Source: an optimization exercise on an open RTL-to-GDS flow (aim: small area, a short achievable clock period and few clock cycles). Production flows keep margins and buffers that such runs may drop.
Function was checked by simulation only, so behaviour that the tests miss may differ from the original.
The flow treats the clock pin as an ideal source, which a real chip does not have.
Power figures rest on the tool's default switching activity, not on a simulated workload.

`config.mk`:
```
export PLATFORM = sky130hd
export DESIGN_NAME = cc1_codec
export DESIGN_NICKNAME = cc1_codec
export VERILOG_FILES = /design/flow/design.v
export SDC_FILE = /design/flow/constraint.sdc
export NUM_CORES = 4
export LEC_CHECK = 0
export CAP_MARGIN = 20
export CORE_MARGIN = 2
export CORE_UTILIZATION = 40
export PLACE_DENSITY = 0.6
export SLEW_MARGIN = 20
```
`constraint.sdc`:
```
create_clock -name core_clock -period 10.0 [get_ports {clk}]
set_input_delay 2.0000 -clock core_clock [delete_from_list [all_inputs] [get_ports {clk}]]
set_output_delay 2.0000 -clock core_clock [all_outputs]
set_load 0.01 [all_outputs]
```
`design.v`:
```
`timescale 1ns/1ps
module cc1_codec (
    input  wire        clk,
    input  wire        rst,           
    input  wire        cmd_valid,
    input  wire [31:0] cmd,
    output wire        ready,
    input  wire [7:0]  buf_we,
    input  wire [63:0] buf_wdata,
    input  wire [8:0]  arg_we,
    input  wire [71:0] arg_wdata,
    output wire [63:0] buf_q,
    output wire [71:0] arg_q,
    output wire [71:0] out_q,
    output wire [7:0]  res,
    output wire [7:0]  status
);
    localparam [7:0] TYPE_A = 8'h21, TYPE_P = 8'h3F, TYPE_R = 8'h2A;
    reg [7:0] buf_r [0:7];            
    reg [7:0] arg_r [0:8];
    reg [7:0] out0, out1, out2;       
    reg [5:0] out3;                   
    reg       out4, out5, out6;       
    reg [7:0] res_r;
    reg       ill_r;
    reg [7:0] a_hc1, a_hc2;
    reg [7:0] p_hc1, p_hc2;
    reg [6:0] p_rp1;                  
    reg [1:0] p_lc;
    reg [3:0] p_lt;
    reg [1:0] p_lf;
    reg [7:0] r_hc1, r_hc2;
    reg [5:0] r_rh1;                  
    reg [7:0] r_tp1, r_tr1;           
    reg [5:0] r_al;
    reg       r_s, r_w, r_sy;
    assign ready = 1'b1;
    genvar gi;
    generate
        for (gi = 0; gi < 8; gi = gi + 1) begin : g_bufq
            assign buf_q[8*gi +: 8] = buf_r[gi];
        end
        for (gi = 0; gi < 9; gi = gi + 1) begin : g_argq
            assign arg_q[8*gi +: 8] = arg_r[gi];
        end
    endgenerate
    assign out_q  = {8'd0, 8'd0, 7'd0, out6, 7'd0, out5, 7'd0, out4,
                     2'd0, out3, out2, out1, out0};
    assign res    = res_r;
    assign status = {7'd0, ill_r};
    wire [7:0] op     = cmd[7:0];
    wire [7:0] len    = cmd[15:8];
    wire       ck     = cmd[16];
    wire       nb     = cmd[17];
    wire       rsv_ok = (cmd[31:18] == 14'd0);
    wire [3:0] cls    = op[7:4];
    wire [1:0] v      = op[1:0];
    wire       var_ok = (op[3:2] == 2'd0) && (v != 2'd3);
    wire is_crc   = rsv_ok && (op == 8'h01);
    wire is_make  = rsv_ok && (cls == 4'h1) && var_ok;
    wire is_enc   = rsv_ok && (cls == 4'h2) && var_ok;
    wire is_dec   = rsv_ok && (cls == 4'h3) && var_ok;
    wire is_valid = rsv_ok && (cls == 4'h4) && var_ok;
    wire is_gethc = rsv_ok && (cls == 4'h5) && var_ok;
    wire is_getf  = rsv_ok && (cls == 4'h6) && (op[3:2] == 2'd0) && (v != 2'd0) && (v != 2'd3);
    wire is_legal = is_crc | is_make | is_enc | is_dec | is_valid | is_gethc | is_getf;
    wire len7_ok = !nb && (len >= 8'd7);
    wire len8_ok = !nb && (len >= 8'd8);
    wire vA = (v == 2'd0);
    wire vP = (v == 2'd1);
    wire vR = v[1];
    wire [6:0] mk_rp1 = (arg_r[2] > 8'd100) ? 7'd101 : arg_r[2][6:0] + 7'd1;
    wire [1:0] mk_lc  = arg_r[3][1:0];
    wire [3:0] mk_lt  = (arg_r[4] < 8'd1) ? 4'd1 : (arg_r[4] > 8'd15) ? 4'd15 : arg_r[4][3:0];
    wire [1:0] mk_lf  = (arg_r[5] < 8'd1) ? 2'd1 : (arg_r[5] > 8'd3)  ? 2'd3  : arg_r[5][1:0];
    wire [5:0] mk_rh1 = (arg_r[2] > 8'd50)  ? 6'd51  : arg_r[2][5:0] + 6'd1;
    wire [7:0] mk_tp1 = (arg_r[3] > 8'd199) ? 8'd200 : arg_r[3] + 8'd1;
    wire [7:0] mk_tr1 = (arg_r[4] > 8'd199) ? 8'd200 : arg_r[4] + 8'd1;
    wire [5:0] mk_al  = (arg_r[5] < 8'd1) ? 6'd1 : (arg_r[5] > 8'd62) ? 6'd62 : arg_r[5][5:0];
    wire       mk_s   = (arg_r[6] != 8'd0);
    wire       mk_w   = (arg_r[7] != 8'd0);
    wire       mk_sy  = (arg_r[8] != 8'd0);
    wire       mk_valid = (arg_r[0] != 8'hFF) && (arg_r[1] != 8'hFF);
    wire [7:0] pe3 = {1'b0, p_rp1};
    wire [7:0] pe4 = {p_lf, p_lt, p_lc};
    wire [7:0] re3 = {r_w, r_s, r_rh1};
    wire [7:0] re4 = r_tp1;
    wire [7:0] re5 = r_tr1;
    wire [7:0] re6 = {r_sy, r_al, 1'b0};
    reg [7:0] enc_p [0:6];
    always @(*) begin
        case (v)
            2'd0: begin
                enc_p[0] = TYPE_A; enc_p[1] = a_hc1; enc_p[2] = a_hc2;
                enc_p[3] = 8'h01;  enc_p[4] = 8'h01; enc_p[5] = 8'h01; enc_p[6] = 8'h01;
            end
            2'd1: begin
                enc_p[0] = TYPE_P; enc_p[1] = p_hc1; enc_p[2] = p_hc2;
                enc_p[3] = pe3;    enc_p[4] = pe4;   enc_p[5] = 8'h01; enc_p[6] = 8'h01;
            end
            default: begin
                enc_p[0] = TYPE_R; enc_p[1] = r_hc1; enc_p[2] = r_hc2;
                enc_p[3] = re3;    enc_p[4] = re4;   enc_p[5] = re5;   enc_p[6] = re6;
            end
        endcase
    end
    wire [6:0] crc_a, crc_p, crc_r;
    wire ca_t0 = a_hc1[7] ^ a_hc2[1];
    wire ca_t1 = a_hc1[3] ^ ca_t0;
    wire ca_t2 = a_hc2[0] ^ a_hc2[7];
    wire ca_t3 = a_hc2[3] ^ ca_t1;
    wire ca_t4 = a_hc2[2] ^ a_hc2[6];
    wire ca_t5 = a_hc1[7] ^ a_hc2[0];
    wire ca_t6 = a_hc1[6] ^ a_hc2[4];
    wire ca_t7 = a_hc1[4] ^ a_hc2[5];
    wire ca_t8 = a_hc1[2] ^ a_hc1[5];
    wire ca_t9 = a_hc1[0] ^ a_hc1[1];
    wire ca_t10 = ca_t7 ^ ca_t9;
    wire ca_u11 = a_hc1[3] ^ a_hc1[4];
    wire ca_u12 = ca_t4 ^ ca_t5;
    wire ca_u13 = ca_u11 ^ ca_u12;
    assign crc_a[0] = ca_u13;   
    wire ca_u14 = a_hc1[5] ^ ca_t2;
    wire ca_u15 = ca_t4 ^ ca_u14;
    wire ca_u16 = ca_t3 ^ ca_u15;
    assign crc_a[1] = ca_u16;   
    wire ca_u17 = a_hc1[0] ^ a_hc2[6];
    wire ca_u18 = ca_t2 ^ ca_t6;
    wire ca_u19 = ca_u17 ^ ca_u18;
    wire ca_u20 = ca_t3 ^ ca_u19;
    assign crc_a[2] = ca_u20;   
    wire ca_u21 = a_hc2[2] ^ a_hc2[4];
    wire ca_u22 = ca_t0 ^ ca_t2;
    wire ca_u23 = ca_u21 ^ ca_t10;
    wire ca_u24 = ca_u22 ^ ca_u23;
    assign crc_a[3] = ca_u24;   
    wire ca_u25 = ca_t8 ^ ca_t10;
    wire ca_u26 = ca_t3 ^ ca_u25;
    assign crc_a[4] = ~ca_u26;   
    wire ca_u27 = a_hc1[1] ^ ca_t5;
    wire ca_u28 = ca_t6 ^ ca_t8;
    wire ca_u29 = ca_u27 ^ ca_u28;
    assign crc_a[5] = ca_u29;   
    wire ca_u30 = a_hc1[2] ^ a_hc1[6];
    wire ca_u31 = a_hc2[5] ^ ca_u30;
    wire ca_u32 = ca_t1 ^ ca_u31;
    assign crc_a[6] = ~ca_u32;   
    wire cp_t0 = p_hc1[7] ^ pe4[7];
    wire cp_t1 = pe3[0] ^ pe3[1];
    wire cp_t2 = p_hc2[1] ^ pe3[2];
    wire cp_t3 = p_hc1[3] ^ pe4[2];
    wire cp_t4 = cp_t0 ^ p_hc2[0];
    wire cp_t5 = cp_t3 ^ pe4[3];
    wire cp_t6 = cp_t2 ^ pe3[7];
    wire cp_t7 = cp_t1 ^ p_hc2[4];
    wire cp_t8 = cp_t4 ^ p_hc2[7];
    wire cp_t9 = pe4[4] ^ pe4[6];
    wire cp_t10 = pe4[1] ^ pe4[5];
    wire cp_t11 = pe3[5] ^ pe4[0];
    wire cp_t12 = p_hc2[6] ^ pe3[6];
    wire cp_t13 = p_hc2[5] ^ pe3[4];
    wire cp_t14 = p_hc2[2] ^ pe3[3];
    wire cp_t15 = p_hc1[6] ^ p_hc1[7];
    wire cp_t16 = p_hc1[5] ^ p_hc2[3];
    wire cp_t17 = p_hc1[1] ^ p_hc1[4];
    wire cp_t18 = cp_t9 ^ p_hc1[0];
    wire cp_t19 = cp_t15 ^ p_hc1[2];
    wire cp_t20 = cp_t6 ^ cp_t7;
    wire cp_t21 = cp_t13 ^ cp_t5;
    wire cp_t22 = cp_t20 ^ cp_t8;
    wire cp_u23 = p_hc1[4] ^ p_hc2[6];
    wire cp_u24 = pe3[2] ^ pe4[4];
    wire cp_u25 = cp_t11 ^ cp_t14;
    wire cp_u26 = cp_u23 ^ cp_u24;
    wire cp_u27 = cp_t4 ^ cp_t5;
    wire cp_u28 = cp_u25 ^ cp_u26;
    wire cp_u29 = cp_u27 ^ cp_u28;
    assign crc_p[0] = ~cp_u29;   
    wire cp_u30 = p_hc2[2] ^ pe3[0];
    wire cp_u31 = pe3[4] ^ pe3[5];
    wire cp_u32 = cp_t10 ^ cp_t12;
    wire cp_u33 = cp_t16 ^ cp_t2;
    wire cp_u34 = cp_t3 ^ cp_u30;
    wire cp_u35 = cp_u31 ^ cp_u32;
    wire cp_u36 = cp_u33 ^ cp_u34;
    wire cp_u37 = cp_t8 ^ cp_u35;
    wire cp_u38 = cp_u36 ^ cp_u37;
    assign crc_p[1] = ~cp_u38;   
    wire cp_u39 = p_hc1[3] ^ p_hc1[6];
    wire cp_u40 = p_hc2[3] ^ cp_t12;
    wire cp_u41 = cp_u39 ^ cp_t18;
    wire cp_u42 = cp_u40 ^ cp_u41;
    wire cp_u43 = cp_t22 ^ cp_u42;
    assign crc_p[2] = cp_u43;   
    wire cp_u44 = p_hc1[0] ^ p_hc2[5];
    wire cp_u45 = pe4[5] ^ cp_t14;
    wire cp_u46 = cp_t17 ^ cp_u44;
    wire cp_u47 = cp_u45 ^ cp_u46;
    wire cp_u48 = cp_u47 ^ cp_t22;
    assign crc_p[3] = cp_u48;   
    wire cp_u49 = p_hc1[2] ^ p_hc2[1];
    wire cp_u50 = cp_t0 ^ cp_t1;
    wire cp_u51 = cp_t11 ^ cp_t16;
    wire cp_u52 = cp_t17 ^ cp_u49;
    wire cp_u53 = cp_t18 ^ cp_u50;
    wire cp_u54 = cp_u51 ^ cp_u52;
    wire cp_u55 = cp_t21 ^ cp_u53;
    wire cp_u56 = cp_u54 ^ cp_u55;
    assign crc_p[4] = ~cp_u56;   
    wire cp_u57 = p_hc1[1] ^ p_hc1[5];
    wire cp_u58 = p_hc2[0] ^ pe3[3];
    wire cp_u59 = pe3[6] ^ pe4[0];
    wire cp_u60 = pe4[2] ^ cp_t10;
    wire cp_u61 = cp_u57 ^ cp_u58;
    wire cp_u62 = cp_u59 ^ cp_t19;
    wire cp_u63 = cp_t7 ^ cp_u60;
    wire cp_u64 = cp_u61 ^ cp_u62;
    wire cp_u65 = cp_u63 ^ cp_u64;
    assign crc_p[5] = cp_u65;   
    wire cp_u66 = pe3[1] ^ pe4[1];
    wire cp_u67 = pe4[6] ^ cp_u66;
    wire cp_u68 = cp_t19 ^ cp_t6;
    wire cp_u69 = cp_u67 ^ cp_t21;
    wire cp_u70 = cp_u68 ^ cp_u69;
    assign crc_p[6] = ~cp_u70;   
    wire cr_t0 = r_hc1[7] ^ re6[5];
    wire cr_t1 = re6[1] ^ re6[2];
    wire cr_t2 = re6[0] ^ re6[4];
    wire cr_t3 = re5[3] ^ re5[6];
    wire cr_t4 = re4[7] ^ re5[5];
    wire cr_t5 = re4[2] ^ re5[2];
    wire cr_t6 = re3[0] ^ re3[1];
    wire cr_t7 = r_hc2[1] ^ re3[2];
    wire cr_t8 = cr_t0 ^ r_hc1[3];
    wire cr_t9 = r_hc2[0] ^ re6[6];
    wire cr_t10 = cr_t7 ^ re3[7];
    wire cr_t11 = cr_t6 ^ re5[0];
    wire cr_t12 = cr_t5 ^ re6[3];
    wire cr_t13 = cr_t4 ^ re4[4];
    wire cr_t14 = cr_t3 ^ re5[1];
    wire cr_t15 = cr_t2 ^ re4[0];
    wire cr_t16 = cr_t1 ^ re4[5];
    wire cr_t17 = cr_t8 ^ re5[4];
    wire cr_t18 = re4[3] ^ re5[7];
    wire cr_t19 = re3[6] ^ re4[1];
    wire cr_t20 = re3[5] ^ re6[7];
    wire cr_t21 = re3[4] ^ re4[6];
    wire cr_t22 = r_hc2[6] ^ r_hc2[7];
    wire cr_t23 = r_hc2[4] ^ re3[3];
    wire cr_t24 = r_hc1[7] ^ r_hc2[0];
    wire cr_t25 = r_hc1[5] ^ r_hc2[3];
    wire cr_t26 = r_hc1[4] ^ r_hc2[5];
    wire cr_t27 = r_hc1[2] ^ r_hc1[6];
    wire cr_t28 = r_hc1[0] ^ r_hc1[1];
    wire cr_t29 = cr_t9 ^ r_hc2[2];
    wire cr_t30 = cr_t26 ^ cr_t28;
    wire cr_t31 = cr_t20 ^ cr_t25;
    wire cr_t32 = cr_t19 ^ cr_t24;
    wire cr_t33 = cr_t16 ^ cr_t32;
    wire cr_t34 = cr_t14 ^ cr_t27;
    wire cr_t35 = cr_t13 ^ cr_t15;
    wire cr_t36 = cr_t12 ^ cr_t18;
    wire cr_t37 = cr_t17 ^ cr_t36;
    wire cr_u38 = r_hc1[4] ^ r_hc2[6];
    wire cr_u39 = re3[2] ^ re3[3];
    wire cr_u40 = re3[5] ^ re5[3];
    wire cr_u41 = re6[2] ^ cr_u38;
    wire cr_u42 = cr_u39 ^ cr_u40;
    wire cr_u43 = cr_t29 ^ cr_u41;
    wire cr_u44 = cr_u42 ^ cr_t35;
    wire cr_u45 = cr_u43 ^ cr_t37;
    wire cr_u46 = cr_u44 ^ cr_u45;
    assign crc_r[0] = ~cr_u46;   
    wire cr_u47 = r_hc1[3] ^ r_hc2[2];
    wire cr_u48 = re3[0] ^ re3[4];
    wire cr_u49 = re4[7] ^ re5[6];
    wire cr_u50 = re5[7] ^ re6[0];
    wire cr_u51 = cr_t22 ^ cr_t5;
    wire cr_u52 = cr_t7 ^ cr_u47;
    wire cr_u53 = cr_u48 ^ cr_u49;
    wire cr_u54 = cr_u50 ^ cr_t31;
    wire cr_u55 = cr_u51 ^ cr_u52;
    wire cr_u56 = cr_u53 ^ cr_t33;
    wire cr_u57 = cr_u54 ^ cr_u55;
    wire cr_u58 = cr_u56 ^ cr_u57;
    assign crc_r[1] = cr_u58;   
    wire cr_u59 = r_hc1[0] ^ r_hc1[6];
    wire cr_u60 = r_hc2[3] ^ r_hc2[4];
    wire cr_u61 = re3[6] ^ re4[6];
    wire cr_u62 = re5[2] ^ re6[1];
    wire cr_u63 = cr_t2 ^ cr_t22;
    wire cr_u64 = cr_t9 ^ cr_u59;
    wire cr_u65 = cr_u60 ^ cr_u61;
    wire cr_u66 = cr_u62 ^ cr_t10;
    wire cr_u67 = cr_t11 ^ cr_t13;
    wire cr_u68 = cr_u63 ^ cr_u64;
    wire cr_u69 = cr_u65 ^ cr_t17;
    wire cr_u70 = cr_u66 ^ cr_u67;
    wire cr_u71 = cr_u68 ^ cr_u69;
    wire cr_u72 = cr_u70 ^ cr_u71;
    assign crc_r[2] = ~cr_u72;   
    wire cr_u73 = r_hc2[7] ^ re6[7];
    wire cr_u74 = cr_t0 ^ cr_t23;
    wire cr_u75 = cr_t4 ^ cr_t6;
    wire cr_u76 = cr_u73 ^ cr_t10;
    wire cr_u77 = cr_t14 ^ cr_t16;
    wire cr_u78 = cr_t29 ^ cr_t30;
    wire cr_u79 = cr_u74 ^ cr_u75;
    wire cr_u80 = cr_u76 ^ cr_u77;
    wire cr_u81 = cr_u78 ^ cr_u79;
    wire cr_u82 = cr_u80 ^ cr_u81;
    assign crc_r[3] = ~cr_u82;   
    wire cr_u83 = r_hc1[2] ^ r_hc2[1];
    wire cr_u84 = re4[2] ^ re4[3];
    wire cr_u85 = cr_t21 ^ cr_t3;
    wire cr_u86 = cr_u83 ^ cr_u84;
    wire cr_u87 = cr_t11 ^ cr_t30;
    wire cr_u88 = cr_t31 ^ cr_t8;
    wire cr_u89 = cr_u85 ^ cr_u86;
    wire cr_u90 = cr_t35 ^ cr_u87;
    wire cr_u91 = cr_u88 ^ cr_u89;
    wire cr_u92 = cr_u90 ^ cr_u91;
    assign crc_r[4] = cr_u92;   
    wire cr_u93 = r_hc1[1] ^ r_hc1[5];
    wire cr_u94 = re5[5] ^ cr_t23;
    wire cr_u95 = cr_u93 ^ cr_t11;
    wire cr_u96 = cr_t12 ^ cr_t15;
    wire cr_u97 = cr_u94 ^ cr_t33;
    wire cr_u98 = cr_t34 ^ cr_u95;
    wire cr_u99 = cr_u96 ^ cr_u97;
    wire cr_u100 = cr_u98 ^ cr_u99;
    assign crc_r[5] = cr_u100;   
    wire cr_u101 = r_hc2[5] ^ re3[1];
    wire cr_u102 = re4[1] ^ re6[4];
    wire cr_u103 = cr_t1 ^ cr_t21;
    wire cr_u104 = cr_u101 ^ cr_u102;
    wire cr_u105 = cr_t10 ^ cr_u103;
    wire cr_u106 = cr_u104 ^ cr_t34;
    wire cr_u107 = cr_u105 ^ cr_t37;
    wire cr_u108 = cr_u106 ^ cr_u107;
    assign crc_r[6] = cr_u108;   
    wire [7:0] crcv_a = (crc_a == 7'd0) ? 8'h80 : {1'b0, crc_a};
    wire [7:0] crcv_p = (crc_p == 7'd0) ? 8'h80 : {1'b0, crc_p};
    wire [7:0] crcv_r = (crc_r == 7'd0) ? 8'h80 : {1'b0, crc_r};
    wire [7:0] enc_crc = vA ? crcv_a : vP ? crcv_p : crcv_r;
    wire [7:0] cb0 = buf_r[0], cb1 = buf_r[1], cb2 = buf_r[2], cb3 = buf_r[3];
    wire [7:0] cb4 = buf_r[4], cb5 = buf_r[5], cb6 = buf_r[6];
    wire [6:0] crc_b;
    wire cb_t0 = cb0[6] ^ cb1[7];
    wire cb_t1 = cb0[2] ^ cb1[3];
    wire cb_t2 = cb_t0 ^ cb_t1;
    wire cb_t3 = cb6[4] ^ cb6[5];
    wire cb_t4 = cb6[1] ^ cb6[2];
    wire cb_t5 = cb5[5] ^ cb6[0];
    wire cb_t6 = cb5[3] ^ cb5[6];
    wire cb_t7 = cb4[2] ^ cb5[2];
    wire cb_t8 = cb3[2] ^ cb4[7];
    wire cb_t9 = cb3[0] ^ cb3[1];
    wire cb_t10 = cb2[0] ^ cb_t8;
    wire cb_t11 = cb_t2 ^ cb_t3;
    wire cb_t12 = cb2[1] ^ cb6[7];
    wire cb_t13 = cb0[5] ^ cb1[6];
    wire cb_t14 = cb0[4] ^ cb1[5];
    wire cb_t15 = cb0[3] ^ cb1[4];
    wire cb_t16 = cb0[1] ^ cb1[2];
    wire cb_t17 = cb0[0] ^ cb1[1];
    wire cb_t18 = cb_t6 ^ cb_t9;
    wire cb_t19 = cb_t4 ^ cb_t7;
    wire cb_t20 = cb5[0] ^ cb_t5;
    wire cb_t21 = cb_t17 ^ cb_t18;
    wire cb_t22 = cb6[6] ^ cb_t10;
    wire cb_t23 = cb4[1] ^ cb_t19;
    wire cb_t24 = cb5[4] ^ cb_t11;
    wire cb_t25 = cb5[7] ^ cb6[3];
    wire cb_t26 = cb4[5] ^ cb5[1];
    wire cb_t27 = cb4[4] ^ cb4[6];
    wire cb_t28 = cb4[0] ^ cb4[3];
    wire cb_t29 = cb3[4] ^ cb3[5];
    wire cb_t30 = cb2[7] ^ cb3[7];
    wire cb_t31 = cb2[6] ^ cb3[6];
    wire cb_t32 = cb2[4] ^ cb3[3];
    wire cb_t33 = cb1[0] ^ cb2[5];
    wire cb_t34 = cb_t26 ^ cb_t32;
    wire cb_t35 = cb_t15 ^ cb_t33;
    wire cb_t36 = cb_t14 ^ cb_t29;
    wire cb_t37 = cb_t13 ^ cb_t16;
    wire cb_t38 = cb2[3] ^ cb_t31;
    wire cb_t39 = cb2[2] ^ cb_t12;
    wire cb_t40 = cb_t20 ^ cb_t27;
    wire cb_t41 = cb_t0 ^ cb_t34;
    wire cb_t42 = cb_t23 ^ cb_t37;
    wire cb_t43 = cb_t22 ^ cb_t30;
    wire cb_t44 = cb_t21 ^ cb_t41;
    wire cb_t45 = cb_t24 ^ cb_t25;
    wire cb_u46 = cb2[2] ^ cb2[6];
    wire cb_u47 = cb3[3] ^ cb3[5];
    wire cb_u48 = cb4[4] ^ cb5[3];
    wire cb_u49 = cb6[2] ^ cb_t15;
    wire cb_u50 = cb_t28 ^ cb_t5;
    wire cb_u51 = cb_t7 ^ cb_u46;
    wire cb_u52 = cb_u47 ^ cb_u48;
    wire cb_u53 = cb_u49 ^ cb_u50;
    wire cb_u54 = cb_u51 ^ cb_u52;
    wire cb_u55 = cb_t22 ^ cb_u53;
    wire cb_u56 = cb_u54 ^ cb_u55;
    wire cb_u57 = cb_t45 ^ cb_u56;
    assign crc_b[0] = cb_u57;   
    wire cb_u58 = cb2[7] ^ cb3[0];
    wire cb_u59 = cb4[5] ^ cb5[6];
    wire cb_u60 = cb5[7] ^ cb6[0];
    wire cb_u61 = cb_u58 ^ cb_u59;
    wire cb_u62 = cb_u60 ^ cb_t10;
    wire cb_u63 = cb_t2 ^ cb_t36;
    wire cb_u64 = cb_t38 ^ cb_t39;
    wire cb_u65 = cb_u61 ^ cb_t23;
    wire cb_u66 = cb_u62 ^ cb_u63;
    wire cb_u67 = cb_u64 ^ cb_u65;
    wire cb_u68 = cb_u66 ^ cb_u67;
    assign crc_b[1] = cb_u68;   
    wire cb_u69 = cb1[0] ^ cb2[1];
    wire cb_u70 = cb2[4] ^ cb5[2];
    wire cb_u71 = cb6[1] ^ cb_t13;
    wire cb_u72 = cb_t9 ^ cb_u69;
    wire cb_u73 = cb_u70 ^ cb_t38;
    wire cb_u74 = cb_u71 ^ cb_u72;
    wire cb_u75 = cb_t40 ^ cb_u73;
    wire cb_u76 = cb_u74 ^ cb_t24;
    wire cb_u77 = cb_t43 ^ cb_u75;
    wire cb_u78 = cb_u76 ^ cb_u77;
    assign crc_b[2] = cb_u78;   
    wire cb_u79 = cb5[5] ^ cb6[5];
    wire cb_u80 = cb_t4 ^ cb_u79;
    wire cb_u81 = cb_t35 ^ cb_t39;
    wire cb_u82 = cb_u80 ^ cb_u81;
    wire cb_u83 = cb_t43 ^ cb_t44;
    wire cb_u84 = cb_u82 ^ cb_u83;
    assign crc_b[3] = cb_u84;   
    wire cb_u85 = cb2[3] ^ cb4[2];
    wire cb_u86 = cb4[7] ^ cb_t12;
    wire cb_u87 = cb_t16 ^ cb_t28;
    wire cb_u88 = cb_u85 ^ cb_t35;
    wire cb_u89 = cb_t36 ^ cb_u86;
    wire cb_u90 = cb_u87 ^ cb_t11;
    wire cb_u91 = cb_t21 ^ cb_t40;
    wire cb_u92 = cb_u88 ^ cb_u89;
    wire cb_u93 = cb_u90 ^ cb_u91;
    wire cb_u94 = cb_u92 ^ cb_u93;
    assign crc_b[4] = cb_u94;   
    wire cb_u95 = cb2[0] ^ cb3[6];
    wire cb_u96 = cb4[0] ^ cb6[3];
    wire cb_u97 = cb6[4] ^ cb_t14;
    wire cb_u98 = cb_u95 ^ cb_u96;
    wire cb_u99 = cb_t20 ^ cb_u97;
    wire cb_u100 = cb_u98 ^ cb_u99;
    wire cb_u101 = cb_t42 ^ cb_t44;
    wire cb_u102 = cb_u100 ^ cb_u101;
    assign crc_b[5] = cb_u102;   
    wire cb_u103 = cb2[1] ^ cb2[5];
    wire cb_u104 = cb3[1] ^ cb3[2];
    wire cb_u105 = cb3[4] ^ cb3[7];
    wire cb_u106 = cb4[3] ^ cb4[6];
    wire cb_u107 = cb5[1] ^ cb_t6;
    wire cb_u108 = cb_u103 ^ cb_u104;
    wire cb_u109 = cb_u105 ^ cb_u106;
    wire cb_u110 = cb_u107 ^ cb_u108;
    wire cb_u111 = cb_u109 ^ cb_u110;
    wire cb_u112 = cb_t42 ^ cb_u111;
    wire cb_u113 = cb_t45 ^ cb_u112;
    assign crc_b[6] = cb_u113;   
    wire [7:0] buf_crc = (crc_b == 7'd0) ? 8'h80 : {1'b0, crc_b};
    wire       b7_form = buf_r[7][7] ? (buf_r[7][6:0] == 7'd0) : (buf_r[7][6:0] != 7'd0);
    wire       crc_ok  = b7_form && ((crc_b ^ buf_r[7][6:0]) == 7'd0);
    wire [5:0] dr_rhs = buf_r[3][5:0];
    wire [5:0] dr_al  = buf_r[6][6:1];
    wire chk_a = (buf_r[0] == TYPE_A) && (buf_r[3] == 8'h01);
    wire chk_p = (buf_r[0] == TYPE_P)
              && (buf_r[3] != 8'h00) && (buf_r[3] <= 8'd101)
              && (buf_r[4][7:6] != 2'd0) && (buf_r[4][5:2] != 4'd0)
              && (buf_r[5] == 8'h01);
    wire chk_r = (buf_r[0] == TYPE_R)
              && (dr_rhs != 6'd0) && (dr_rhs <= 6'd51)
              && (buf_r[4] != 8'h00) && (buf_r[4] <= 8'd200)
              && (buf_r[5] != 8'h00) && (buf_r[5] <= 8'd200)
              && (dr_al != 6'd0) && (dr_al != 6'h3F);
    wire fr_a  = chk_a && crc_ok;
    wire fr_p  = chk_p && crc_ok;
    wire fr_r  = chk_r && crc_ok;
    wire fr_ok = vA ? fr_a : vP ? fr_p : fr_r;
    wire go       = cmd_valid;
    wire enc_ok   = go && is_enc && len7_ok && !(ck && !len8_ok);
    wire dec_go   = go && is_dec;
    wire dec_ok   = dec_go && len8_ok && fr_ok;
    wire make_go  = go && is_make;
    wire wr_a  = (make_go || dec_ok) && vA;
    wire wr_p  = (make_go || dec_ok) && vP;
    wire wr_r  = (make_go || dec_ok) && vR;
    wire hc_a  = (make_go || dec_go) && vA;
    wire hc_p  = (make_go || dec_go) && vP;
    wire hc_r  = (make_go || dec_go) && vR;
    wire [7:0] hc1_n = make_go ? arg_r[0] : dec_ok ? buf_r[1] : 8'hFF;
    wire [7:0] hc2_n = make_go ? arg_r[1] : dec_ok ? buf_r[2] : 8'hFF;
    wire [7:0] sel_hc1 = vA ? a_hc1 : vP ? p_hc1 : r_hc1;
    wire [7:0] sel_hc2 = vA ? a_hc2 : vP ? p_hc2 : r_hc2;
    wire       sel_valid = (sel_hc1 != 8'hFF) && (sel_hc2 != 8'hFF);
    reg [7:0] res_n;
    always @(*) begin
        res_n = 8'h00;
        if (is_crc)
            res_n = (len7_ok && buf_r[0] != 8'h00) ? buf_crc : 8'h00;
        else if (is_make)
            res_n = {7'd0, mk_valid};
        else if (is_enc)
            res_n = !enc_ok ? 8'h00 : ck ? 8'h08 : 8'h07;
        else if (is_dec)
            res_n = dec_ok ? 8'h08 : 8'h00;
        else if (is_valid)
            res_n = {7'd0, sel_valid};
        else if (is_gethc)
            res_n = 8'h02;
        else if (is_getf)
            res_n = vP ? 8'h04 : 8'h07;
    end
    integer i;
    always @(posedge clk) begin
        if (rst) begin
            res_r <= 8'h00;
            ill_r <= 1'b0;
            for (i = 0; i < 9; i = i + 1)
                arg_r[i] <= 8'h00;
            out0 <= 8'h00; out1 <= 8'h00; out2 <= 8'h00; out3 <= 6'd0;
            out4 <= 1'b0;  out5 <= 1'b0;  out6 <= 1'b0;
            a_hc1 <= 8'hFF; a_hc2 <= 8'hFF;
            p_hc1 <= 8'hFF; p_hc2 <= 8'hFF;
            p_rp1 <= 7'd1;  p_lc  <= 2'd0; p_lt <= 4'd1; p_lf <= 2'd1;
            r_hc1 <= 8'hFF; r_hc2 <= 8'hFF;
            r_rh1 <= 6'd1;  r_tp1 <= 8'd1; r_tr1 <= 8'd1; r_al <= 6'd1;
            r_s   <= 1'b0;  r_w   <= 1'b0; r_sy <= 1'b0;
        end else begin
            for (i = 0; i < 9; i = i + 1)
                if (arg_we[i]) arg_r[i] <= arg_wdata[8*i +: 8];
            if (go) begin
                res_r <= res_n;
                if (!is_legal) ill_r <= 1'b1;
            end
            if (hc_a) begin a_hc1 <= hc1_n; a_hc2 <= hc2_n; end
            if (hc_p) begin p_hc1 <= hc1_n; p_hc2 <= hc2_n; end
            if (hc_r) begin r_hc1 <= hc1_n; r_hc2 <= hc2_n; end
            if (wr_p) begin
                p_rp1 <= make_go ? mk_rp1 : buf_r[3][6:0];
                p_lc  <= make_go ? mk_lc  : buf_r[4][1:0];
                p_lt  <= make_go ? mk_lt  : buf_r[4][5:2];
                p_lf  <= make_go ? mk_lf  : buf_r[4][7:6];
            end
            if (wr_r) begin
                r_rh1 <= make_go ? mk_rh1 : dr_rhs;
                r_tp1 <= make_go ? mk_tp1 : buf_r[4];
                r_tr1 <= make_go ? mk_tr1 : buf_r[5];
                r_al  <= make_go ? mk_al  : dr_al;
                r_s   <= make_go ? mk_s   : buf_r[3][6];
                r_w   <= make_go ? mk_w   : buf_r[3][7];
                r_sy  <= make_go ? mk_sy  : buf_r[6][7];
            end
            if (go && is_gethc) begin
                out0 <= sel_hc1;
                out1 <= sel_hc2;
            end
            if (go && is_getf) begin
                if (vP) begin
                    out0 <= {1'b0, p_rp1 - 7'd1};
                    out1 <= {6'd0, p_lc};
                    out2 <= {4'd0, p_lt};
                    out3 <= {4'd0, p_lf};
                end else begin
                    out0 <= {2'd0, r_rh1 - 6'd1};
                    out1 <= r_tp1 - 8'd1;
                    out2 <= r_tr1 - 8'd1;
                    out3 <= r_al;
                    out4 <= r_s;
                    out5 <= r_w;
                    out6 <= r_sy;
                end
            end
        end
    end
    always @(posedge clk) begin
        if (!rst) begin
            for (i = 0; i < 7; i = i + 1)
                if (buf_we[i]) buf_r[i] <= buf_wdata[8*i +: 8];
                else if (enc_ok) buf_r[i] <= enc_p[i];
            if (buf_we[7]) buf_r[7] <= buf_wdata[63:56];
            else if (enc_ok && ck) buf_r[7] <= enc_crc;
        end
    end
endmodule
```
`flow/run.sh`:
```
#!/bin/bash
set -euo pipefail
export BUFFER_PORTS_ARGS="-buffer_cell sky130_fd_sc_hd__buf_1"
if [[ -f flow/margin.txt ]]; then export SETUP_SLACK_MARGIN=$(cat flow/margin.txt); fi
bash standard.sh > make_finish.log 2>&1
```
`flow/margin.txt`:
```
6.5
```
`standard.sh`:
```
#!/bin/bash
# synth_recipe.tcl (not shown) runs the flow's synth.tcl, then flattens the netlist and writes it again
# the make line also repeats each setting of config.mk as NAME=value (left out here)
make -C /OpenROAD-flow-scripts/flow DESIGN_CONFIG=/design/flow/config.mk WORK_HOME=/design/flow/orfs CLKGATE_MAP_FILE= SYNTH_SCRIPT=/design/flow/synth_recipe.tcl "${@:-finish}"
```
==> results of run 1 <==
## path summary, 6_finish.rpt
check	start	endpoint	slack (ps)	cells after the start
max reg2reg	buf_r[6][2]$_DFFE_PP_	r_al[1]$_SDFFE_PP0P_	5940	12
min reg2reg	out4$_SDFFE_PP0P_	out4$_SDFFE_PP0P_	460	2
min	out4$_SDFFE_PP0P_	out4$_SDFFE_PP0P_	460	2
max	cmd[26]	r_tr1[2]$_SDFFE_PP0P_	5940	12
## worst register-to-register path, stage by stage (launching register included)
cell and delay (ps):
edfxtp_1 530, inv_1 100, ha_1 330, xor2_1 280
xnor3_1 500, xnor3_2 470, xor2_1 170, or3_1 350
a22oi_4 300, a21oi_4 170, buf_12 170, or4_1 460
a21oi_1 160
## routing by layer
metal / share of wire (%) / vias up / GRT usage [%] / wire (um)
li1: - / 7369 / - / -
met1: 41 / 7788 / 38.6 / 27900
met2: 45 / 925 / 47.5 / 30500
met3: 9.7 / 186 / 7.47 / 6640
met4: 4.6 / 0 / 12.8 / 3160
met5: 0 / - / 0 / 0
## what timing repair did
action	CTS	global route
endpoints found under the setup margin	232	199
gates cloned	9	4
gates resized for setup	86	49
pin swaps	32	17
buffers inserted	46	11
hold buffers	0	0
## cell families (layout without fill, tap and decap cells)
kind of cell,Yosys count,in the layout
AND/OR/NAND/NOR,616,618
AO/OA/AOI/OAI,382,382
XOR/XNOR,333,333
flip-flops,272,272
buffers and inverters,215,543
multiplexers,109,109
adder cells (fa/ha/maj),20,20
other,2,48
## sequential cells by signal, indices dropped and copies added (netlist names), 7 cells and up
| signal | count |
|---|---|
| a_hc1 | 8 |
| r_tr1 | 8 |
| buf_r | 64 |
| out0 | 8 |
| p_hc2 | 8 |
| r_tp1 | 8 |
| r_hc1 | 8 |
| p_hc1 | 8 |
| out2 | 8 |
| p_rp1 | 7 |
| r_hc2 | 8 |
| a_hc2 | 8 |
| res_r | 8 |
| out1 | 8 |
| arg_r | 72 |
## per-stage QoR
stage,std cells,setup WS (ps)
final,2864,5940
after global placement,2733,4690
after global routing,2863,5840
after detailed placement,2733,4600
after floorplan,1994,5920
after CTS,2848,6000
## placed cells by master, fill, tap and decap left out, types with 20 or more instances in the layout
cell       netlist  final
buf_1           14    358
nor2_1         255    234
xnor2_1        234    232
dfxtp_1        208    208
nand2_1        157    152
a21oi_1        154    136
mux2i_1        108    108
o21ai_0        116     90
xor2_1          73     73
edfxtp_1        64     64
nand3_1         55     51
conb_1           2     47
clkbuf_16        0     37
inv_1           37     36
buf_4           52     33
nor3_1          31     28
o21ai_1          0     24
buf_6            0     22
xnor3_1         22     21
nor2_4           0     21
o211ai_1        20     20
ha_1            20     20
## layout make-up
| cell class | count | share of cell area (%) |
|---|---|---|
| Multi-Input combinational cell | 1509 | 49.7 |
| Sequential cell | 272 | 29.0 |
| Timing Repair Buffer | 446 | 12.2 |
| Clock buffer | 48 | 4.55 |
| Tap cell | 539 | 3.22 |
| Inverter | 37 | 0.662 |
| Clock inverter | 12 | 0.602 |
| Antenna cell | 1 | 0.0119 |
## power breakdown
| part | leakage (nW) | switching, W | internal, W |
|---|---|---|---|
| Combinational | 5.00 | 0.000376 | 0.000299 |
| Clock | 0.522 | 0.000495 | 0.000720 |
| Sequential | 2.28 | 0.0000639 | 0.00116 |
| Total | 7.80 | 0.000935 | 0.00218 |
==> impl_metrics.csv, run 1 <==
group,metric,value,unit
cells_and_area,postLayoutCoreUtil,50.3,%
timing,hold_ws,462,ps
placement,dpl_cell_area,18500,um2
cells_and_area,fillers,4051,
clock_network,cts_tree,"built",
placement,gp_congestion,0.938,
clock_network,clockBufferDepth,3,
synth,synthFlopType,"dfxtp_1",
die,dieHeight,209,um
synth,synth_area_leader_cell,"dfxtp_1",
synth,ys_warn_count,4,
power_and_ir_drop,irDropWorstVdd,110,uV
global_routing,antenna_found_initial,1,
global_routing,grt_pass1_wl,97700,um
synth,synth-seq-area-share,36.3,%
clock_network,clock-sinks,272,
global_routing,grt-ovfl-total,0,
synth,netlist.area_leader.share,24.8,%
hold_path,hp-class,"flop to flop",
outcome,outcome,"complete, no violations",
die,core,41700,um2
setup_path,worstPathCellList,"buf_6, nor4_4, nand2_2, buf_4, buf_6, or4_4, buf_4, or2_2, o21ai_0, nand2_1, mux2i_1, a211o_1",
setup_path,cp_num_buf_inv,4,
global_routing,grt_pass1_vias,15397,
synth,mappedNetlistArea,16800,um2
setup_path,crit_arrival,4540,ps
synth,synth_top_family_by_area,"XOR/XNOR gates",
power_and_ir_drop,powerDensity,149,nW/um2
die,die_width,209,um
cells_and_area,drive_above_1_share,10.4,%
timing,rsz0062_at_grt,"true",
synth,yosys.area_share.adder,1.49,%
route,viasPerCell,5.68,
setup_path,critPathTopFamily,"simple AND/OR/NAND/NOR gates",
placement,port_buffers,365,
setup_path,crit_fanout,21,
clock_network,cts_root_buffer,"clkbuf_16",
timing,relSlewSlack,39.6,%
timing,setup_violations,0,
synth,synth.distinct_cells,64,
cells_and_area,synthToLayoutAreaGrowth,25.1,%
power_and_ir_drop,p_total,0.00312,W
setup_path,crit_path_end_kind,"flop",
cells_and_area,stdcell_area,21000,um2
synth,synthTopCellsByCount,"255 x nor2_1, 234 x xnor2_1, 208 x dfxtp_1, 157 x nand2_1, 154 x a21oi_1",
cells_and_area,final-seq-area,6090,um2
global_routing,grt_max_degree,66,
synth,synth-simple-area-share,16.5,%
setup_path,critPathRequiredTime,10480,ps
synth,synthArstFlopShare,0,%
global_routing,grtUsageTotal,29.9,%
clock_network,path_clk_slew,60,ps
setup_path,max_stage_delay,510,ps
synth,muxShareOfSynthArea,6.51,%
route,drcViolationCount,0,
clock_network,h-tree-depth,2,
synth,synth-edff-count,64,
route,routed_wl,68200,um
timing,tightest_slew,906,ps
cells_and_area,multi_input_area,10400,um2
route,firstDrtPassIters,6,
timing,finalSetupTns,0,ps
synth,synth_compound_area_share,13.5,%
clock_network,cts_buffers,34,
timing,drv_slew,0,
route,ant_nets,0,
setup_path,startpoint_type,"primary input",
power_and_ir_drop,p_leak,7.80,nW
synth,synthXorXnorAreaFrac,19.6,%
timing,skew,23.6,ps
route,drt_iter0_markers,1745,
clock_network,clock_latency,550,ps
timing,finalHoldViolations,0,
die,rows,75,
die,die_area,43600,um2
timing,period_needed,4060,ps
setup_path,slowest_stage,"or4_4",
timing,timing.final.crit_share,40.6,%
placement,place_hpwl,50300,um
synth,synth_area_leaders,"dfxtp_1 25%, xnor2_1 12%, edfxtp_1 11%",
synth,yosysMostFrequentCell,"nor2_1",
route,wl_per_cell,23.8,um
job,drv_cap,0,
cells_and_area,final_nets,2508,
synth,avgSynthCellArea,8.60,um2
setup_path,path_class,"primary input to flop",
route,vias,16268,
synth,synth_cells,1949,
die,start_util,40.3,%
die,ios,413,
timing,fmax,246,MHz
synth,ys_ff_latch,272,
Testbench counts, summed over its fixed seeds: cycles 27,999.
==> run 2: changes to the inputs <==
==> flow/run.sh (replaced) <==
#!/bin/bash
# ORFS layout via the standard.sh, in stages:
#  - port buffers from sky130_fd_sc_hd__buf_1 instead of the default cell;
#  - synthesis, floorplan and placement with the default setup margin;
set -euo pipefail
export BUFFER_PORTS_ARGS="-buffer_cell sky130_fd_sc_hd__buf_1"
bash standard.sh synth > make_synth.log 2>&1
bash standard.sh floorplan > make_floorplan.log 2>&1
bash standard.sh place > make_place.log 2>&1
export SETUP_SLACK_MARGIN=$(cat flow/margin.txt)
bash standard.sh > make_finish.log 2>&1
--- a/config.mk
+++ b/config.mk
@@ -11,2 +11,3 @@
 export PLACE_DENSITY = 0.6
 export SLEW_MARGIN = 20
+export TNS_END_PERCENT = 0
==> run 2 against run 1 <==
First-iteration DRC count fell by 21%. Power rose by 1.2%. Still clean on timing, DRC and antenna. Sequential share of layout area rose by 1.2 points. Final area fell by 4.0%. Clock power barely moved. Clock skew rose by 1.8 ps. Critical path depth fell by 1.
==> impl_metrics.csv, run 2 <==
group,metric,value,unit
synth,synth_area_leaders,"dfxtp_1 25%, xnor2_1 12%, edfxtp_1 11%",
route,firstDrtPassIters,5,
timing,setup_violations,0,
synth,synth_area_leader_cell,"dfxtp_1",
die,die_area,43600,um2
route,vias,15803,
route,ant_nets,0,
timing,finalHoldViolations,0,
placement,gp_congestion,0.998,
synth,synthTopCellsByCount,"255 x nor2_1, 234 x xnor2_1, 208 x dfxtp_1, 157 x nand2_1, 154 x a21oi_1",
cells_and_area,synthToLayoutAreaGrowth,20.1,%
global_routing,grt_pass1_vias,15169,
synth,mappedNetlistArea,16800,um2
placement,place_hpwl,48600,um
setup_path,critPathRequiredTime,10490,ps
global_routing,grt_pass1_wl,95100,um
synth,synth_compound_area_share,13.5,%
die,core,41700,um2
die,die_width,209,um
synth,synth-seq-area-share,36.3,%
route,wl_per_cell,23.0,um
die,ios,413,
synth,synth-simple-area-share,16.5,%
setup_path,max_stage_delay,530,ps
cells_and_area,reg.largest.list,"arg_r x72, buf_r x64",
clock_network,path_clk_slew,60,ps
hold_path,hp-class,"flop to flop",
synth,avgSynthCellArea,8.60,um2
synth,synthArstFlopShare,0,%
synth,synth.distinct_cells,64,
synth,synth-edff-count,64,
setup_path,crit_path_end_kind,"flop",
cells_and_area,largest_reg_flops,72,
timing,finalSetupTns,0,ps
setup_path,crit_arrival,4450,ps
job,drv_cap,0,
synth,ys_ff_latch,272,
power_and_ir_drop,powerDensity,157,nW/um2
setup_path,cp_common_cell,"buf_4",
synth,muxShareOfSynthArea,6.51,%
synth,ys_warn_count,4,
power_and_ir_drop,p_leak,7.47,nW
setup_path,slowest_stage,"or4_1",
clock_network,clockBufferDepth,3,
cells_and_area,largest_register,"arg_r",
die,start_util,40.3,%
cells_and_area,postLayoutCoreUtil,48.3,%
global_routing,grtUsageTotal,29.1,%
placement,port_buffers,365,
synth,yosysMostFrequentCell,"nor2_1",
timing,fmax,253,MHz
synth,netlist.area_leader.share,24.8,%
timing,relSlewSlack,30.9,%
setup_path,crit_fanout,13,
cells_and_area,fillers,4135,
cells_and_area,mostFrequentLayoutCell,"buf_1",
clock_network,cts_buffers,34,
clock_network,h-tree-depth,2,
cells_and_area,antennaDiodeCount,0,
global_routing,antenna_found_initial,0,
timing,timing.final.crit_share,39.6,%
cells_and_area,final_cell_mix,"361 x buf_1, 245 x nor2_1, 233 x xnor2_1",
synth,synth_cells,1949,
clock_network,cts_tree,"built",
synth,yosys.area_share.adder,1.49,%
die,rows,75,
global_routing,grt_max_degree,67,
clock_network,cts_root_buffer,"clkbuf_16",
setup_path,path_class,"primary input to flop",
timing,drv_slew,0,
timing,period_needed,3960,ps
cells_and_area,drive_above_1_share,7.05,%
cells_and_area,final_nets,2481,
die,dieHeight,209,um
route,viasPerCell,5.57,
synth,synth_top_family_by_area,"XOR/XNOR gates",
setup_path,worstPathCellList,"buf_4, buf_12, and2_1, nor4b_4, buf_4, nand4_1, a211oi_2, and4_4, a21oi_4, or4_1, a21oi_1",
outcome,outcome,"complete, no violations",
power_and_ir_drop,irDropWorstVdd,142,uV
timing,tightest_slew,1020,ps
clock_network,postCtsHoldBufs,0,
timing,rsz0062_at_grt,"true",
setup_path,startpoint_type,"primary input",
route,drt_iter0_markers,1384,
clock_network,clock-sinks,272,
global_routing,grt-ovfl-total,0,
route,routed_wl,65200,um
route,drcViolationCount,0,
timing,skew,25.4,ps
synth,synthXorXnorAreaFrac,19.6,%
synth,synthFlopType,"dfxtp_1",
clock_network,clock_latency,560,ps
[run 2: cell counts after synthesis]
Identical to the previous run, type by type.
[run 2: layout make-up]
| type | instances | area [um2] | area share, % |
|---|---|---|---|
| Clock buffer | 51 | 1030 | 5.09 |
| Clock inverter | 9 | 98.8 | 0.491 |
| Inverter | 37 | 139 | 0.689 |
| Multi-Input combinational cell | 1512 | 10100 | 50.1 |
| Sequential cell | 272 | 6090 | 30.2 |
| Tap cell | 539 | 674 | 3.35 |
| Timing Repair Buffer | 416 | 2030 | 10.1 |
[run 2: metal layers]
layer / wire, um / track usage (%)
met2: 29000 / 46.0
met5: 0 / 0
met4: 3160 / 13.6
met3: 6400 / 6.48
met1: 26600 / 37.9
[run 2: cell families (layout without fill, tap and decap cells)]
family,Yosys count,after routing
compound gates,382,387
flops,272,272
buf+inv,215,513
xor+xnor,333,333
mux,109,109
fa+ha+maj,20,20
simple gates,616,616
other cells,2,47
[run 2: worst max-delay path: cells and delay by family]
kind | cells | cell delay, ps
AOI/OAI and AO/OA | 3 | 440
and+or+nand+nor | 5 | 1510
buffers and inverters | 3 | 480
[run 2: final timing paths]
| kind | from | end | slack (ps) | cells after the start |
|---|---|---|---|---|
| setup / recovery | cmd[1] | r_al[2]$_SDFFE_PP0P_ | 6040 | 11 |
| hold / removal | out6$_SDFFE_PP0P_ | out6$_SDFFE_PP0P_ | 450 | 2 |
| setup reg to reg | buf_r[6][1]$_DFFE_PP_ | r_al[2]$_SDFFE_PP0P_ | 6070 | 12 |
| hold reg to reg | out6$_SDFFE_PP0P_ | out6$_SDFFE_PP0P_ | 450 | 2 |
[run 2: timing repair]
item | in CTS | in global routing
resized for setup | 60 | 18
buffers inserted | 31 | 3
pin swaps | 21 | 5
endpoints found under the setup margin | 218 | 204
cloned | 10 | 0
[run 2: through the flow]
stage | total power, W | instance area, um2 | hold slack [ps] | setup slack [ps] | std cells
6_report | 0.00315 | 20100 | 453 | 6040 | 2836
3_3_place_gp | 0.00186 | 18200 | 440 | 4430 | 2732
5_1_grt | 0.00327 | 20100 | 469 | 5900 | 2836
2_1_floorplan | 0.00169 | 16900 | 432 | 5550 | 1994
3_5_place_dp | 0.00186 | 18200 | 447 | 4280 | 2732
4_1_cts | 0.00316 | 20100 | 456 | 6090 | 2833
[run 2: power by group]
| part | switching (W) | internal [W] |
|---|---|---|
| Combinational | 0.000374 | 0.000306 |
| Clock | 0.000506 | 0.000738 |
| Sequential | 0.0000661 | 0.00116 |
==> run 3: changes to the inputs <==
--- a/flow/run.sh
+++ b/flow/run.sh
@@ -3,4 +3,9 @@
 #  - port buffers from sky130_fd_sc_hd__buf_1 instead of the default cell;
 #  - synthesis, floorplan and placement with the default setup margin;
+#  - CTS and global routing with timing repair aiming for the setup margin in
+#    flow/margin.txt, followed by a power (area) recovery pass after CTS
+#    (flow/post_cts.tcl).
+# Each make invocation logs to its own file here; ORFS keeps per-step logs
+# under orfs/logs.
 set -euo pipefail
 export BUFFER_PORTS_ARGS="-buffer_cell sky130_fd_sc_hd__buf_1"
@@ -9,3 +14,4 @@
 bash standard.sh place > make_place.log 2>&1
 export SETUP_SLACK_MARGIN=$(cat flow/margin.txt)
+export POST_CTS_TCL=$PWD/flow/post_cts.tcl
 bash standard.sh > make_finish.log 2>&1
==> flow/post_cts.tcl (new file) <==
# Area recovery after CTS timing repair: downsize cells off the critical
# paths while keeping the setup margin that the repair aimed for.
estimate_parasitics -placement
repair_timing -recover_power 100 -setup_margin $::env(SETUP_SLACK_MARGIN) -verbose
detailed_placement
check_placement -verbose
report_design_area
--- a/config.mk
+++ b/config.mk
@@ -9,5 +9,6 @@
 export CORE_MARGIN = 2
 export CORE_UTILIZATION = 40
+export CTS_BUF_LIST = sky130_fd_sc_hd__clkbuf_8
+export CTS_CLUSTER_SIZE = 30
 export PLACE_DENSITY = 0.6
 export SLEW_MARGIN = 20
-export TNS_END_PERCENT = 0
==> run 3 against run 2 <==
Still clean on timing, DRC and antenna. Sequential power about the same. Global-route usage up 0.64 points. Utilization up 2.3 points. Sequential share of layout area down 1.4 points. Fmax up 0.29%. Non-clock buffer count up 66. Area after synthesis unchanged. Worst hold slack about the same. Setup slack better by 11 ps. Power down 6.2%. Via count up 4.7%. First-iteration DRC count up 12%. Largest power group is now sequential cells.
==> impl_metrics.csv, run 3 <==
group,metric,value,unit
synth,ys_ff_latch,272,
global_routing,grt_max_degree,67,
die,start_util,40.3,%
route,viasPerCell,5.65,
cells_and_area,final-seq-area,6090,um2
placement,port_buffers,365,
global_routing,grt_pass1_vias,15603,
route,ant_nets,0,
route,wl_per_cell,23.4,um
power_and_ir_drop,irDropWorstVdd,122,uV
cells_and_area,fillers,4023,
timing,skew,29.3,ps
global_routing,antenna_found_initial,1,
synth,netlist.area_leader.share,24.8,%
timing,rsz0062_at_grt,"true",
placement,gp_congestion,0.998,
timing,setup_violations,0,
setup_path,path_class,"primary input to flop",
synth,synth_area_leader_cell,"dfxtp_1",
setup_path,r2r_setup_slack,6110,ps
synth,ys_warn_count,4,
timing,timing.final.crit_share,39.5,%
synth,synth_area_leaders,"dfxtp_1 25%, xnor2_1 12%, edfxtp_1 11%",
synth,synth-edff-count,64,
global_routing,grt_pass1_wl,97300,um
cells_and_area,synthToLayoutAreaGrowth,25.8,%
timing,tightest_slew,1010,ps
hold_path,hp-class,"flop to flop",
route,vias,16545,
placement,dp_cells,2732,
setup_path,reg2reg_to,"r_al[3]$_SDFFE_PP0P_",
timing,finalSetupTns,0,ps
cells_and_area,fin_cells,2926,
cells_and_area,reg.largest.list,"arg_r x72, buf_r x64",
synth,synthArstFlopShare,0,%
setup_path,critPathRequiredTime,10550,ps
global_routing,use_met2,47.0,%
die,dieHeight,209,um
cells_and_area,final_nets,2563,
timing,finalHoldViolations,0,
route,routed_wl,68600,um
synth,synth-seq-area-share,36.3,%
clock_network,cts_tree,"built",
die,core,41700,um2
synth,mappedNetlistArea,16800,um2
die,die_width,209,um
global_routing,grtUsageTotal,29.8,%
setup_path,reg2regPathDepth,13,
setup_path,startpoint_type,"primary input",
cells_and_area,final_cell_mix,"351 x buf_1, 244 x nor2_1, 229 x xnor2_1",
synth,synth.distinct_cells,64,
clock_network,clock-sinks,272,
timing,drv_slew,0,
setup_path,crit_path_end_kind,"flop",
placement,place_hpwl,48600,um
die,die_area,43600,um2
setup_path,crit_arrival,4500,ps
cells_and_area,largest_register,"arg_r",
timing,relSlewSlack,31.7,%
global_routing,grt-ovfl-total,0,
global_routing,globalRouteMet1Util,38.6,%
die,rows,75,
timing,fmax,253,MHz
synth,synthFlopType,"dfxtp_1",
global_routing,met3_usage,7.59,%
cells_and_area,drive_above_1_share,12.7,%
cells_and_area,mostFrequentLayoutCell,"buf_1",
synth,synth_cells,1949,
setup_path,endpoint,"r_tr1[7]$_SDFFE_PP0P_",
setup_path,crit_fanout,9,
die,ios,413,
synth,yosysMostFrequentCell,"nor2_1",
cells_and_area,postLayoutCoreUtil,50.6,%
clock_network,clock_latency,640,ps
route,drcViolationCount,0,
cells_and_area,multi_input_area,10500,um2
synth,avgSynthCellArea,8.60,um2
power_and_ir_drop,p_leak,7.97,nW
job,drv_cap,0,
route,drt_iter0_markers,1550,
route,firstDrtPassIters,5,
clock_network,path_clk_slew,60,ps
setup_path,crit_path_start,"cmd[1]",
global_routing,grt-busiest-layer,"met2",
power_and_ir_drop,powerDensity,140,nW/um2
cells_and_area,largest_reg_flops,72,
synth,synthTopCellsByCount,"255 x nor2_1, 234 x xnor2_1, 208 x dfxtp_1, 157 x nand2_1, 154 x a21oi_1",
timing,period_needed,3950,ps
outcome,outcome,"complete, no violations",
setup_path,r2r-start,"buf_r[3][1]$_DFFE_PP_",
## run 3: cell counts after synthesis
Identical to the previous run, type by type.
## run 3: logic make-up after synthesis
group | count (synthesis) | share of synthesized area [%]
buffers and inverters | 215 | 6.08
AND/OR/NAND/NOR | 616 | 16.5
multiplexers | 109 | 6.51
flip-flops | 272 | 36.3
XOR/XNOR | 333 | 19.6
other | 2 | 0.0448
adder cells (fa/ha/maj) | 20 | 1.49
AO/OA/AOI/OAI | 382 | 13.5
## run 3: cell type report
| cell class | count | area share, % |
|---|---|---|
| inverters | 37 | 0.658 |
| repair buffers | 482 | 13.0 |
| clock buffers | 54 | 3.52 |
| diodes | 1 | 0.0119 |
| well taps | 539 | 3.20 |
| flip-flops and latches | 272 | 28.8 |
| multi-input cells | 1514 | 49.9 |
| clock inverters | 27 | 0.848 |
## run 3: worst max-delay path, stage by stage
cell and delay (ps):
buf_2 190, buf_6 170, clkbuf_1 220, or2_2 320, o41a_1 220, a211oi_2 70
and4_4 230, buf_8 140, buf_8 140, a21oi_2 470, o21ai_0 160, a21oi_1 150
## run 3: metal layers
layer | vias up | routed length, um
met1 | 7867 | 27600
met3 | 203 | 7470
li1 | 7483 | -
met5 | - | 0
met4 | 0 | 3370
met2 | 992 | 30100
## run 3: report_power, final
| part | switching, W | internal [W] | leakage (nW) |
|---|---|---|---|
| Clock | 0.000477 | 0.000543 | 0.529 |
| Sequential | 0.0000571 | 0.00116 | 2.28 |
| Combinational | 0.000399 | 0.000319 | 5.16 |
## run 3: per-stage QoR
stage,area [um2],hold WS [ps],setup WS [ps],power [W]
6_report,21100,452,6050,0.00296
5_1_grt,21100,470,5990,0.00307
3_5_place_dp,18200,447,4280,0.00186
3_3_place_gp,18200,440,4430,0.00186
2_1_floorplan,16900,432,5550,0.00169
## run 3: worst min-delay path by stage
stage                            to  cells past startpoint                  from  slack [ps]
2_1_floorplan     out5$_SDFFE_PP0P_                      2     out5$_SDFFE_PP0P_         430
3_3_place_gp   out2[0]$_SDFFE_PP0P_                      2  out2[0]$_SDFFE_PP0P_         440
3_5_place_dp   out2[0]$_SDFFE_PP0P_                      2  out2[0]$_SDFFE_PP0P_         450
5_1_grt        out2[0]$_SDFFE_PP0P_                      2  out2[0]$_SDFFE_PP0P_         470
6_report          out6$_SDFFE_PP0P_                      2     out6$_SDFFE_PP0P_         450
==> run 4: changes to the inputs <==
--- a/config.mk
+++ b/config.mk
@@ -9,6 +9,5 @@
 export CORE_MARGIN = 2
 export CORE_UTILIZATION = 40
-export CTS_BUF_LIST = sky130_fd_sc_hd__clkbuf_8
-export CTS_CLUSTER_SIZE = 30
 export PLACE_DENSITY = 0.6
 export SLEW_MARGIN = 20
+export TNS_END_PERCENT = 0
==> run 4 against run 3 <==
Setup slack worse by 64 ps. Sequential power hardly changed. Highest routed layer unchanged. Final cell count is 2.8% lower.
==> impl_metrics.csv, run 4 <==
group,metric,value,unit
setup_path,critPathRequiredTime,10490,ps
setup_path,crit_path_end_kind,"flop",
synth,synth_area_leaders,"dfxtp_1 25%, xnor2_1 12%, edfxtp_1 11%",
global_routing,grt-ovfl-total,0,
die,dieHeight,209,um
setup_path,crit_path_start,"cmd[1]",
die,die_area,43600,um2
route,drt_iter0_markers,1449,
timing,fmax,249,MHz
synth,synthFlopType,"dfxtp_1",
die,core,41700,um2
synth,synth_cells,1949,
synth,yosysMostFrequentCell,"nor2_1",
timing,relSlewSlack,27.5,%
die,rows,75,
cells_and_area,drive_above_1_share,6.98,%
timing,setup_violations,0,
cells_and_area,fillers,4125,
placement,place_hpwl,48600,um
synth,synthTopCellsByCount,"255 x nor2_1, 234 x xnor2_1, 208 x dfxtp_1, 157 x nand2_1, 154 x a21oi_1",
synth,synth_area_leader_cell,"dfxtp_1",
cells_and_area,final_nets,2489,
timing,tightest_slew,1070,ps
cells_and_area,largest_register,"arg_r",
setup_path,r2r-start,"buf_r[6][1]$_DFFE_PP_",
clock_network,cts_tree,"built",
route,drcViolationCount,0,
power_and_ir_drop,powerDensity,156,nW/um2
die,start_util,40.3,%
timing,finalHoldViolations,0,
synth,synth-seq-area-share,36.3,%
timing,rsz0062_at_grt,"true",
route,viasPerCell,5.59,
global_routing,grt_max_degree,67,
route,vias,15897,
global_routing,grtUsageTotal,29.1,%
placement,dpl_cell_area,18200,um2
setup_path,crit_fanout,39,
outcome,outcome,"complete, no violations",
power_and_ir_drop,irDropWorstVdd,139,uV
route,firstDrtPassIters,8,
cells_and_area,largest_reg_flops,72,
synth,ys_warn_count,4,
setup_path,r2r_setup_slack,6070,ps
placement,port_buffers,365,
clock_network,clock_latency,560,ps
timing,period_needed,4010,ps
placement,gp_congestion,0.998,
cells_and_area,antennaDiodeCount,0,
synth,synth.distinct_cells,64,
timing,skew,23.7,ps
synth,synthArstFlopShare,0,%
clock_network,path_clk_slew,60,ps
global_routing,antenna_found_initial,0,
timing,finalSetupTns,0,ps
route,wl_per_cell,23.1,um
setup_path,crit_arrival,4510,ps
cells_and_area,mostFrequentLayoutCell,"buf_1",
cells_and_area,reg.largest.list,"arg_r x72, buf_r x64",
setup_path,startpoint_type,"primary input",
cells_and_area,final_cell_mix,"353 x buf_1, 246 x nor2_1, 233 x xnor2_1",
synth,netlist.area_leader.share,24.8,%
synth,synth-edff-count,64,
route,routed_wl,65600,um
job,drv_cap,0,
clock_network,clock-sinks,272,
synth,mappedNetlistArea,16800,um2
global_routing,grt_pass1_wl,95000,um
die,die_width,209,um
global_routing,grt_pass1_vias,15156,
cells_and_area,synthToLayoutAreaGrowth,20.1,%
synth,ys_ff_latch,272,
cells_and_area,stdcell_area,20100,um2
synth,avgSynthCellArea,8.60,um2
power_and_ir_drop,p_leak,7.47,nW
hold_path,hold_start,"out6$_SDFFE_PP0P_",
setup_path,path_class,"primary input to flop",
timing,timing.final.crit_share,40.1,%
hold_path,hp-class,"flop to flop",
timing,drv_slew,0,
die,ios,413,
route,ant_nets,0,
-- run 4: routing by layer --
layer,global-route usage [%],vias to the layer above,part of all wire (%)
met5,0,-,0
met4,13.3,0,4.8
met3,6.88,157,9.8
met2,45.9,885,44
met1,37.8,7545,41
li1,-,7310,-
-- run 4: power breakdown --
part | leakage [nW] | total (W) | internal [W] | switching [W]
logic | 4.64 | 0.000681 | 0.000305 | 0.000376
registers | 2.28 | 0.00123 | 0.00116 | 0.0000661
clock network | 0.553 | 0.00124 | 0.000738 | 0.000505
total | 7.47 | 0.00315 | 0.00221 | 0.000947
-- run 4: logic make-up (layout without fill, tap and decap cells) --
logic type,after synthesis,in the layout,share of synthesized area (%)
adder cells (fa/ha/maj),20,20,1.49
AO/OA/AOI/OAI,382,387,13.5
XOR/XNOR,333,333,19.6
flip-flops,272,272,36.3
other,2,47,0.0448
buffers and inverters,215,521,6.08
AND/OR/NAND/NOR,616,616,16.5
multiplexers,109,109,6.51
-- run 4: final cells by class --
type                            instances  area [um2]  share of cell area (%)
Timing Repair Buffer                  424        2050                    10.2
Inverter                               37         139                   0.689
Sequential cell                       272        6090                    30.2
Clock buffer                           51        1030                    5.09
Clock inverter                          9        98.8                   0.491
Multi-Input combinational cell       1512       10100                    50.0
Tap cell                              539         674                    3.35
-- run 4: worst paths after layout --
path,depth (start not counted),end
max,12,r_tp1[2]$_SDFFE_PP0P_
min,2,out6$_SDFFE_PP0P_
max reg2reg,12,r_al[2]$_SDFFE_PP0P_
min reg2reg,2,out6$_SDFFE_PP0P_
-- run 4: per-stage QoR --
stage | total power [W] | util, % | hold slack, ps | cells | setup slack [ps]
6_report | 0.00315 | 48.4 | 451 | 2844 | 5990
5_1_grt | 0.00327 | 48.4 | 469 | 2844 | 5900
3_5_place_dp | 0.00186 | 43.7 | 447 | 2732 | 4280
3_3_place_gp | 0.00186 | 43.7 | 440 | 2732 | 4430
2_1_floorplan | 0.00169 | - | 432 | 1994 | 5550
-- run 4: critical path, cell delays in order --
cell      delay, ps
buf_2           200
buf_12          180
and2_1          360
nor4b_4          90
buf_4           170
and3_1          210
buf_12          180
nor2_1          210
inv_1           180
a211oi_1        490
a41oi_1          90
nand3_1         100
==> run 5: changes to the inputs <==
==> flow/margin.txt (replaced) <==
7.5
==> run 5 against run 4 <==
Final cell count unchanged. Non-clock buffer count did not move. Critical path depth unchanged. Utilization is the same. Clock power about the same. Global-route usage stayed put. Critical path type unchanged. Sequential power about the same. Largest power group unchanged. Critical endpoint unchanged. Flip-flop and latch count unchanged. Register-to-register slack is essentially flat. Synthesized cell count did not move. Wire length stayed put. Final area unchanged. Largest cell class unchanged.
==> impl_metrics.csv, run 5 <==
group,metric,value,unit
synth,avgSynthCellArea,8.60,um2
global_routing,grt_pass1_vias,15156,
die,rows,75,
synth,yosysMostFrequentCell,"nor2_1",
timing,finalHoldViolations,0,
global_routing,antenna_found_initial,0,
synth,netlist.area_leader.share,24.8,%
clock_network,path_clk_slew,60,ps
timing,fmax,249,MHz
die,start_util,40.3,%
setup_path,critPathRequiredTime,10490,ps
cells_and_area,fin_cells,2844,
timing,relSlewSlack,27.5,%
job,drv_cap,0,
power_and_ir_drop,irDropWorstVdd,139,uV
cells_and_area,mostFrequentLayoutCell,"buf_1",
route,wl_met3,6440,um
die,die_width,209,um
placement,port_buffers,365,
placement,dp_cells,2732,
die,die_area,43600,um2
placement,place_hpwl,48600,um
route,drcViolationCount,0,
cells_and_area,synthToLayoutAreaGrowth,20.1,%
route,firstDrtPassIters,8,
power_and_ir_drop,powerDensity,156,nW/um2
power_and_ir_drop,combPwrFrac,21.6,%
cells_and_area,final_cell_mix,"353 x buf_1, 246 x nor2_1, 233 x xnor2_1",
cells_and_area,antennaDiodeCount,0,
cells_and_area,reg.largest.list,"arg_r x72, buf_r x64",
global_routing,grt-ovfl-total,0,
setup_path,crit_path_end_kind,"flop",
synth,mappedNetlistArea,16800,um2
clock_network,clock_latency,560,ps
route,wl_met2,29000,um
cells_and_area,final-seq-area,6090,um2
setup_path,startpoint_type,"primary input",
cells_and_area,final_nets,2489,
route,wl_per_cell,23.1,um
route,ant_nets,0,
synth,synth_area_leaders,"dfxtp_1 25%, xnor2_1 12%, edfxtp_1 11%",
synth,synthTopCellsByCount,"255 x nor2_1, 234 x xnor2_1, 208 x dfxtp_1, 157 x nand2_1, 154 x a21oi_1",
outcome,outcome,"complete, no violations",
power_and_ir_drop,internal_power,0.00221,W
global_routing,grt_pass1_wl,95000,um
timing,finalSetupTns,0,ps
cells_and_area,largest_reg_flops,72,
synth,synth_area_leader_cell,"dfxtp_1",
timing,setup_violations,0,
-- run 5: cell counts in the layout (fill, tap and decap cells not counted) --
Identical to the previous run, type by type.
-- run 5: layout make-up --
| class | count | area share (%) |
|---|---|---|
| multi-input combinational | 1512 | 50.0 |
| timing repair buffer | 424 | 10.2 |
| tap | 539 | 3.35 |
| inverter | 37 | 0.689 |
| clock inverter | 9 | 0.491 |
| sequential | 272 | 30.2 |
| clock buffer | 51 | 5.09 |
-- run 5: per-stage QoR --
stage | hold WS (ps) | worst slack [ps] | total power [W] | cell area [um2] | utilization [%]
2_1_floorplan | 432 | 5550 | 0.00169 | 16900 | -
3_3_place_gp | 440 | 4430 | 0.00186 | 18200 | 43.7
3_5_place_dp | 447 | 4280 | 0.00186 | 18200 | 43.7
5_1_grt | 469 | 5900 | 0.00327 | 20100 | 48.4
6_report | 451 | 5990 | 0.00315 | 20100 | 48.4
-- run 5: final timing paths --
path | start | end | slack, ps | cells past startpoint
hold reg to reg | out6$_SDFFE_PP0P_ | out6$_SDFFE_PP0P_ | 450 | 2
setup reg to reg | buf_r[6][1]$_DFFE_PP_ | r_al[2]$_SDFFE_PP0P_ | 6070 | 12
hold / removal | out6$_SDFFE_PP0P_ | out6$_SDFFE_PP0P_ | 450 | 2
setup / recovery | cmd[1] | r_tp1[2]$_SDFFE_PP0P_ | 5990 | 12
-- run 5: cells by family after synthesis --
family	after synthesis	synth area share (%)
adders and majority gates	20	1.49
AOI/OAI and AO/OA	382	13.5
muxes	109	6.51
and+or+nand+nor	616	16.5
buffers and inverters	215	6.08
DFF	272	36.3
xor gates and xnor gates	333	19.6
other	2	0.0448
-- run 5: layer usage --
metal	vias up	GRT usage, %
li1	7310	-
met1	7545	37.8
met2	885	45.9
met3	157	6.88
met4	0	13.3
met5	-	0
-- run 5: worst max-delay path: stages --
cell      delay (ps)
buf_2            200
buf_12           180
and2_1           360
nor4b_4           90
buf_4            170
and3_1           210
buf_12           180
nor2_1           210
inv_1            180
a211oi_1         490
a41oi_1           90
nand3_1          100
-- run 5: power groups by stage --
stage / logic, W / clock network, W / registers (W)
detailed placement: 0.000609 / 0 / 0.00125
finish: 0.000681 / 0.00124 / 0.00123
global route: 0.000729 / 0.00131 / 0.00123
global placement: 0.000610 / 0 / 0.00125
floorplan: 0.000454 / 0 / 0.00123

Re-timed with assumed drivers on the ports (clkbuf_16 on the clock, buf_2 on other inputs), run 5 has 6.017 ns of setup slack against 5.987 ns with ideal ports, and 5.419 ns once port delays also move by the mid clock arrival of 0.598 ns.
